Background: an optimization exercise with open tools, aiming at small area, a short achievable clock period and few clock cycles. Do not read the settings as production practice.
Only simulation tests tie the RTL to the original design; equivalence was not proved.
Power and IR drop assume default switching activity.

==> flow/design.v <==
module aurora_core (
    input  wire        clk,
    input  wire        rst,           
    output reg         mem_valid,
    output reg         mem_we,
    output reg         mem_wsize,     
    output reg  [26:0] mem_addr,
    output wire [31:0] mem_wdata,
    input  wire        mem_ready,
    input  wire [15:0] mem_rdata,
    output wire        halted,
    output wire [1:0]  fault_kind,
    output wire [31:0] fault_info,
    output wire [31:0] fault_pc,
    output wire [31:0] pc_out,
    output wire [31:0] psw_out,
    output wire [31:0] cycles_out,
    input  wire [4:0]  dbg_idx,
    output wire [31:0] dbg_rdata
);
    localparam [5:0] OP_SUB   = 6'b000010;
    localparam [5:0] OP_JMP   = 6'b000110;
    localparam [5:0] OP_MOV   = 6'b010000;
    localparam [5:0] OP_MOVEA = 6'b101000;
    localparam [5:0] OP_MOVHI = 6'b101111;
    localparam [5:0] OP_STB   = 6'b110100;
    localparam [5:0] OP_OUTW  = 6'b111111;
    localparam [1:0] F_DECODE   = 2'd0;
    localparam [1:0] F_UNMAP_RD = 2'd1;
    localparam [1:0] F_UNMAP_WR = 2'd2;
    localparam [1:0] F_RO_WR    = 2'd3;
    localparam [3:0] P_F = 4'b0001;
    localparam [3:0] P_X = 4'b0010;
    localparam [3:0] P_W = 4'b0100;
    localparam [3:0] P_H = 4'b1000;
    localparam [31:0] RESET_VECTOR = 32'hFFFFFFF0;
    function is_rom;
        input [26:0] a;
        is_rom = (a[26:24] == 3'b111);               
    endfunction
    function is_rw;
        input [26:0] a;
        is_rw = (a[26:16] == 11'h500);               
    endfunction
    function [8:0] decode;
        input [5:0] op;
        decode = {op == OP_SUB || op == OP_STB || op == OP_OUTW,
                  op == OP_SUB || op == OP_MOV || op == OP_MOVEA || op == OP_MOVHI ||
                  op == OP_STB || op == OP_OUTW,
                  op == OP_OUTW, op == OP_STB, op == OP_MOVHI, op == OP_MOVEA,
                  op == OP_MOV, op == OP_JMP, op == OP_SUB};
    endfunction
    function [31:1] onehot;
        input [4:0] idx;
        integer k;
        for (k = 1; k < 32; k = k + 1)
            onehot[k] = (idx == k);
    endfunction
    reg [31:0] regs [1:31];
    reg [31:0] pc;             
    reg        flag_z, flag_s, flag_ov, flag_cy;
    reg [31:0] cycles;
    reg [3:0]  ph;
    reg        hlt;
    reg [15:0] ir;
    reg [8:0]  ird;            
    reg [31:0] opr;            
    reg        opr_ok;         
    reg [4:0]  ridx_q;         
    reg [31:0] rd_q;           
    reg [1:0]  fkind;
    reg [1:0]  foff;           
    reg [31:0] fpc;            
    reg        e_we;           
    reg [4:0]  e_dst;
    reg        e_mov;          
    reg        e_sub;          
    wire [5:0] opcode = ir[15:10];
    wire [4:0] reg1   = ir[4:0];
    wire [4:0] reg2   = ir[9:5];
    wire op_sub   = ird[0];
    wire op_jmp   = ird[1];
    wire op_mov   = ird[2];
    wire op_movea = ird[3];
    wire op_movhi = ird[4];
    wire op_stb   = ird[5];
    wire op_outw  = ird[6];
    wire op_long  = op_movea | op_movhi | op_stb | op_outw;
    wire op_store = op_stb | op_outw;
    wire op_valid = op_sub | op_mov | op_long | op_jmp;
    wire in_f = ph[0];
    wire in_x = ph[1];
    wire in_w = ph[2];
    wire in_h = ph[3];
    wire [31:0] imm5_sx = {{27{ir[4]}}, ir[4:0]};
    wire       f_jmp = (mem_rdata[15:10] == OP_JMP);
    wire [31:0] e_b      = e_sub ? ~opr : opr;
    wire [32:0] e_full   = {1'b0, rd_q} + {1'b0, e_b} + {32'd0, e_sub};
    wire [31:0] e_res    = e_mov ? rd_q : e_full[31:0];
    wire        rd_fetch = in_f | (in_x & op_mov);
    wire        rd_early = rd_fetch | in_h;
    wire [4:0]  rd_eidx  = in_h ? dbg_idx : mem_rdata[4:0];
    wire [4:0]  rd_idx   = ({5{rd_fetch}} & mem_rdata[4:0]) |
                           ({5{in_h}} & dbg_idx) |
                           ({5{!rd_early}} & ridx_q);
    wire [31:0] rp;
    wire [991:0] regs_flat;
    genvar gr;
    generate
        for (gr = 1; gr < 32; gr = gr + 1) begin : g_flat
            assign regs_flat[(gr-1)*32 +: 32] = regs[gr];
        end
    endgenerate
    aurora_rf_read u_rd (.r(regs_flat), .sel(onehot(rd_idx)), .rp(rp));
    wire        fwd_x  = in_x & op_mov & (reg2 == rd_eidx) & (reg2 != 5'd0);
    wire        fwd_e  = e_we & (e_dst == rd_idx);
    assign dbg_rdata = rd_q;
    assign mem_wdata = rd_q;
    wire [31:0] ea      = opr + {{16{mem_rdata[15]}}, mem_rdata};
    wire [26:0] st_addr = op_outw ? {opr[26:2], 2'b00} : opr[26:0];
    wire        st_rw   = is_rw(st_addr);
    wire [26:0] fetch_addr = {pc[26:1], 1'b0};
    wire        fetch_ok   = is_rom(fetch_addr) | is_rw(fetch_addr);
    wire [31:0] pc_dec  = pc - {29'd0, foff, 1'b0};
    always @(posedge clk)
        fpc <= pc_dec;
    wire x_stall = ird[8] & !opr_ok;
    wire x_go    = op_valid & !x_stall;
    wire x_fetch = ird[7] & !x_stall;
    always @(*) begin
        mem_valid = 1'b0;
        mem_we    = 1'b0;
        mem_wsize = 1'b0;
        mem_addr  = fetch_addr;
        if (in_f)
            mem_valid = fetch_ok;
        if (in_x)
            mem_valid = fetch_ok & x_fetch;
        if (in_w) begin
            mem_valid = st_rw;
            mem_we    = 1'b1;
            mem_wsize = op_outw;
            mem_addr  = st_addr;
        end
    end
    wire [31:0] wr_d   = rst ? 32'd0 : e_res;
    wire [31:1] wr_sel = onehot(e_dst);
    genvar gi;
    generate
        for (gi = 1; gi < 32; gi = gi + 1) begin : g_reg
            always @(posedge clk)
                if (rst | (e_we & wr_sel[gi]))
                    regs[gi] <= wr_d;
        end
    endgenerate
    reg        rsel_en;
    reg  [4:0] rsel_idx;
    always @(*) begin
        rsel_en  = 1'b0;
        rsel_idx = mem_rdata[9:5];
        if (in_f)
            rsel_en = 1'b1;
        if (in_x) begin
            if (x_stall | op_long) begin
                rsel_en  = 1'b1;
                rsel_idx = reg2;
            end else if (op_mov | op_sub) begin
                rsel_en  = 1'b1;
                rsel_idx = op_mov ? mem_rdata[9:5] : mem_rdata[4:0];
            end
        end
    end
    always @(posedge clk)
        if (rsel_en)
            ridx_q <= rsel_idx;
    always @(posedge clk) begin
        if (rst) begin
            e_we    <= 1'b0;
            e_sub   <= 1'b0;
            flag_z  <= 1'b0;
            flag_s  <= 1'b0;
            flag_ov <= 1'b0;
            flag_cy <= 1'b0;
        end else begin
            if (e_sub) begin
                flag_z  <= (e_res == 32'd0);
                flag_s  <= e_res[31];
                flag_ov <= (rd_q[31] ^ opr[31]) & (rd_q[31] ^ e_res[31]);
                flag_cy <= ~e_full[32];
            end
            e_dst <= reg2;
            e_mov <= op_mov;
            if (in_x & x_go & (op_mov | op_sub)) begin
                e_we  <= (reg2 != 5'd0);
                e_sub <= op_sub;
            end else if (in_x & x_go & (op_movea | op_movhi) & fetch_ok & mem_ready) begin
                e_we  <= (reg2 != 5'd0);
                e_sub <= 1'b0;
            end else begin
                e_we  <= 1'b0;
                e_sub <= 1'b0;
            end
        end
    end
    wire        fwd      = fwd_x | fwd_e;
    wire [31:0] rv_alt   = fwd_x ? imm5_sx : e_res;
    wire        f_take   = fetch_ok & mem_ready;
    wire        b_dec    = in_x & !op_valid;
    wire        b_stall  = in_x & x_stall;
    wire        b_jmp    = in_x & op_jmp;
    wire        b_ms     = in_x & (op_mov | (op_sub & !x_stall));
    wire        b_long   = in_x & op_long & !x_stall;
    wire [31:0] immx     = op_movhi ? {mem_rdata, 16'h0000} :
                                      {{16{mem_rdata[15]}}, mem_rdata};
    wire        opr_rv   = !rst & ((in_f & f_take & !f_jmp) | b_stall |
                                   (b_ms & op_mov & f_take) |
                                   (b_long & fetch_ok & !mem_ready & !opr_ok));
    wire [31:0] opr_oth  = (!rst & b_dec) ? {16'h0000, ir} :
                           (!rst & b_long & f_take) ? (op_store ? ea : immx) : opr;
    wire        rdq_rv   = !rst & ((b_ms & op_sub) |
                                   (b_long & f_take & (op_store | !opr_ok)) | in_h);
    wire [31:0] rdq_oth  = (!rst & b_ms & op_mov) ? imm5_sx :
                           (!rst & b_long & f_take & !op_store) ? opr : rd_q;
    wire        pc_rv    = !rst & ((in_f & f_take & f_jmp) | (b_jmp & !opr_ok));
    wire [31:0] pc_oth   = rst ? RESET_VECTOR :
                           ((in_f & f_take & !f_jmp) | ((b_ms | b_long) & f_take)) ? pc + 32'd2 :
                           (b_jmp & opr_ok) ? opr :
                           (in_h & !hlt & (fkind == F_DECODE)) ? pc_dec : pc;
    always @(posedge clk) begin
        opr  <= (opr_rv & !fwd) ? rp : opr_rv ? rv_alt : opr_oth;
        rd_q <= (rdq_rv & !fwd) ? rp : rdq_rv ? rv_alt : rdq_oth;
        pc   <= (pc_rv & !fwd) ? rp : pc_rv ? rv_alt : pc_oth;
    end
    always @(posedge clk) begin
        if (rst) begin
            ph      <= P_F;
            hlt     <= 1'b0;
            cycles  <= 32'd0;
        end else begin
            case (1'b1)
                in_f: begin
                    if (!fetch_ok) begin
                        fkind <= F_UNMAP_RD;
                        foff  <= 2'd0;
                        ph    <= P_H;
                    end else if (mem_ready) begin
                        if (f_jmp) begin
                            cycles <= cycles + 32'd3;
                        end else begin
                            ir     <= mem_rdata;
                            ird    <= decode(mem_rdata[15:10]);
                            opr_ok <= 1'b1;
                            ph     <= P_X;
                        end
                    end
                end
                in_x: begin
                    if (!op_valid) begin
                        fkind <= F_DECODE;
                        foff  <= 2'd1;
                        ph    <= P_H;
                    end else if (x_stall) begin
                        opr_ok <= 1'b1;
                    end else if (op_jmp) begin
                        cycles <= cycles + 32'd3;
                        ph     <= P_F;
                    end else if (op_mov | op_sub) begin
                        cycles <= cycles + 32'd1;
                        if (!fetch_ok) begin
                            fkind <= F_UNMAP_RD;
                            foff  <= 2'd0;
                            ph    <= P_H;
                        end else if (mem_ready) begin
                            ir     <= mem_rdata;
                            ird    <= decode(mem_rdata[15:10]);
                            opr_ok <= op_mov;
                        end else begin
                            ph <= P_F;
                        end
                    end else begin
                        if (!fetch_ok) begin
                            fkind <= F_UNMAP_RD;
                            foff  <= 2'd1;
                            ph    <= P_H;
                        end else if (mem_ready) begin
                            if (op_store) begin
                                ph   <= P_W;
                            end else begin
                                cycles <= cycles + 32'd1;
                                ph     <= P_F;
                            end
                        end else if (!opr_ok) begin
                            opr_ok <= 1'b1;
                        end
                    end
                end
                in_w: begin
                    if (!st_rw) begin
                        fkind <= is_rom(st_addr) ? F_RO_WR : F_UNMAP_WR;
                        foff  <= 2'd2;
                        ph    <= P_H;
                    end else if (mem_ready) begin
                        cycles <= cycles + 32'd1;
                        ph     <= P_F;
                    end
                end
                default: begin
                    hlt  <= 1'b1;
                    if (!hlt && fkind == F_DECODE) begin
                        foff <= 2'd0;
                    end
                end
            endcase
        end
    end
    assign halted     = hlt;
    assign fault_kind = fkind;
    assign fault_info = (fkind == F_UNMAP_RD) ? pc : opr;
    assign fault_pc   = fpc;
    assign pc_out     = pc;
    assign cycles_out = cycles;
    assign psw_out = {16'h0000, 1'b1, 11'b0, flag_cy, flag_ov, flag_s, flag_z};
endmodule
module aurora_rf_read (
    input  wire [991:0] r,
    input  wire [31:1]  sel,
    output reg  [31:0]  rp
);
    integer i;
    always @(*) begin
        rp = 32'd0;
        for (i = 1; i < 32; i = i + 1)
            rp = rp | (r[(i-1)*32 +: 32] & {32{sel[i]}});
    end
endmodule
clock: 9.0 ns
lec_check: 0
cap_margin: 20
core_margin: 2
core_utilization: 35
cts_buf_list: sky130_fd_sc_hd__clkbuf_8
place_density: 0.6
setup_slack_margin: 4.5
slew_margin: 20
synth_hierarchical: 1
run.sh (not shown) runs the stock make flow with config.mk's settings and CLKGATE_MAP_FILE= SYNTH_SCRIPT=/design/flow/synth_recipe.tcl, a recipe that flattens the netlist after the stock synthesis.
Testbench counts at the start, summed over its fixed seeds: cycles 57,737.
Then changed:
--- a/flow/design.v
+++ b/flow/design.v
@@ -42,12 +42,9 @@
         input [26:0] a;
         is_rw = (a[26:16] == 11'h500);               
     endfunction
-    function [8:0] decode;
+    function [6:0] decode;
         input [5:0] op;
-        decode = {op == OP_SUB || op == OP_STB || op == OP_OUTW,
-                  op == OP_SUB || op == OP_MOV || op == OP_MOVEA || op == OP_MOVHI ||
-                  op == OP_STB || op == OP_OUTW,
-                  op == OP_OUTW, op == OP_STB, op == OP_MOVHI, op == OP_MOVEA,
+        decode = {op == OP_OUTW, op == OP_STB, op == OP_MOVHI, op == OP_MOVEA,
                   op == OP_MOV, op == OP_JMP, op == OP_SUB};
     endfunction
     function [31:1] onehot;
@@ -63,7 +60,7 @@
     reg [3:0]  ph;
     reg        hlt;
     reg [15:0] ir;
-    reg [8:0]  ird;            
+    reg [6:0]  ird;            
     reg [31:0] opr;            
     reg        opr_ok;         
     reg [4:0]  ridx_q;         
@@ -124,9 +121,9 @@
     wire [31:0] pc_dec  = pc - {29'd0, foff, 1'b0};
     always @(posedge clk)
         fpc <= pc_dec;
-    wire x_stall = ird[8] & !opr_ok;
+    wire x_stall = (op_sub | op_store) & !opr_ok;
     wire x_go    = op_valid & !x_stall;
-    wire x_fetch = ird[7] & !x_stall;
+    wire x_fetch = x_go & (op_mov | op_sub | op_long);
     always @(*) begin
         mem_valid = 1'b0;
         mem_we    = 1'b0;
Outcome: Global-route usage rose by 0.32 points. Worst setup slack got worse by 0.053 ns. Die area fell by 0.71%. Worst hold slack got worse by 0.015 ns. Total power fell by 11%.
Testbench counts after the change, summed over its fixed seeds: cycles 57,737.

static timing again, ports no longer ideal:
Ports are ideal in the flow. The routed layouts listed here were re-timed in OpenROAD.
Step 1 assumes that a clkbuf_16 drives the clock port and a buf_2 every other input.
Step 2 moves the port delays by t, midway between the first and last clock arrival at a register: inputs arrive t later, outputs are due t later. That takes back most of the time a late clock gives input paths.
Slacks: ideal ports / drivers / drivers and shift; pairs: ideal ports / drivers.
| run | t (ns) | setup WS [ns] | hold WS [ns] | latest minus earliest clock arrival (ns) | slew at the worst register clock pin (ns) |
|---|---|---|---|---|---|
| the first run | 0.992 | 4.509 / 4.521 / 3.563 | 0.498 / 0.498 / 0.498 | 0.055 / 0.055 | 0.07 / 0.07 |
| the second run | 1.010 | 4.456 / 4.371 / 3.555 | 0.483 / 0.483 / 0.483 | 0.071 / 0.071 | 0.07 / 0.07 |
After both steps setup and hold are still met in every run listed. The setup slack of the first run, which loses most, moves by +0.012 ns with the drivers and by -0.946 ns with both steps.
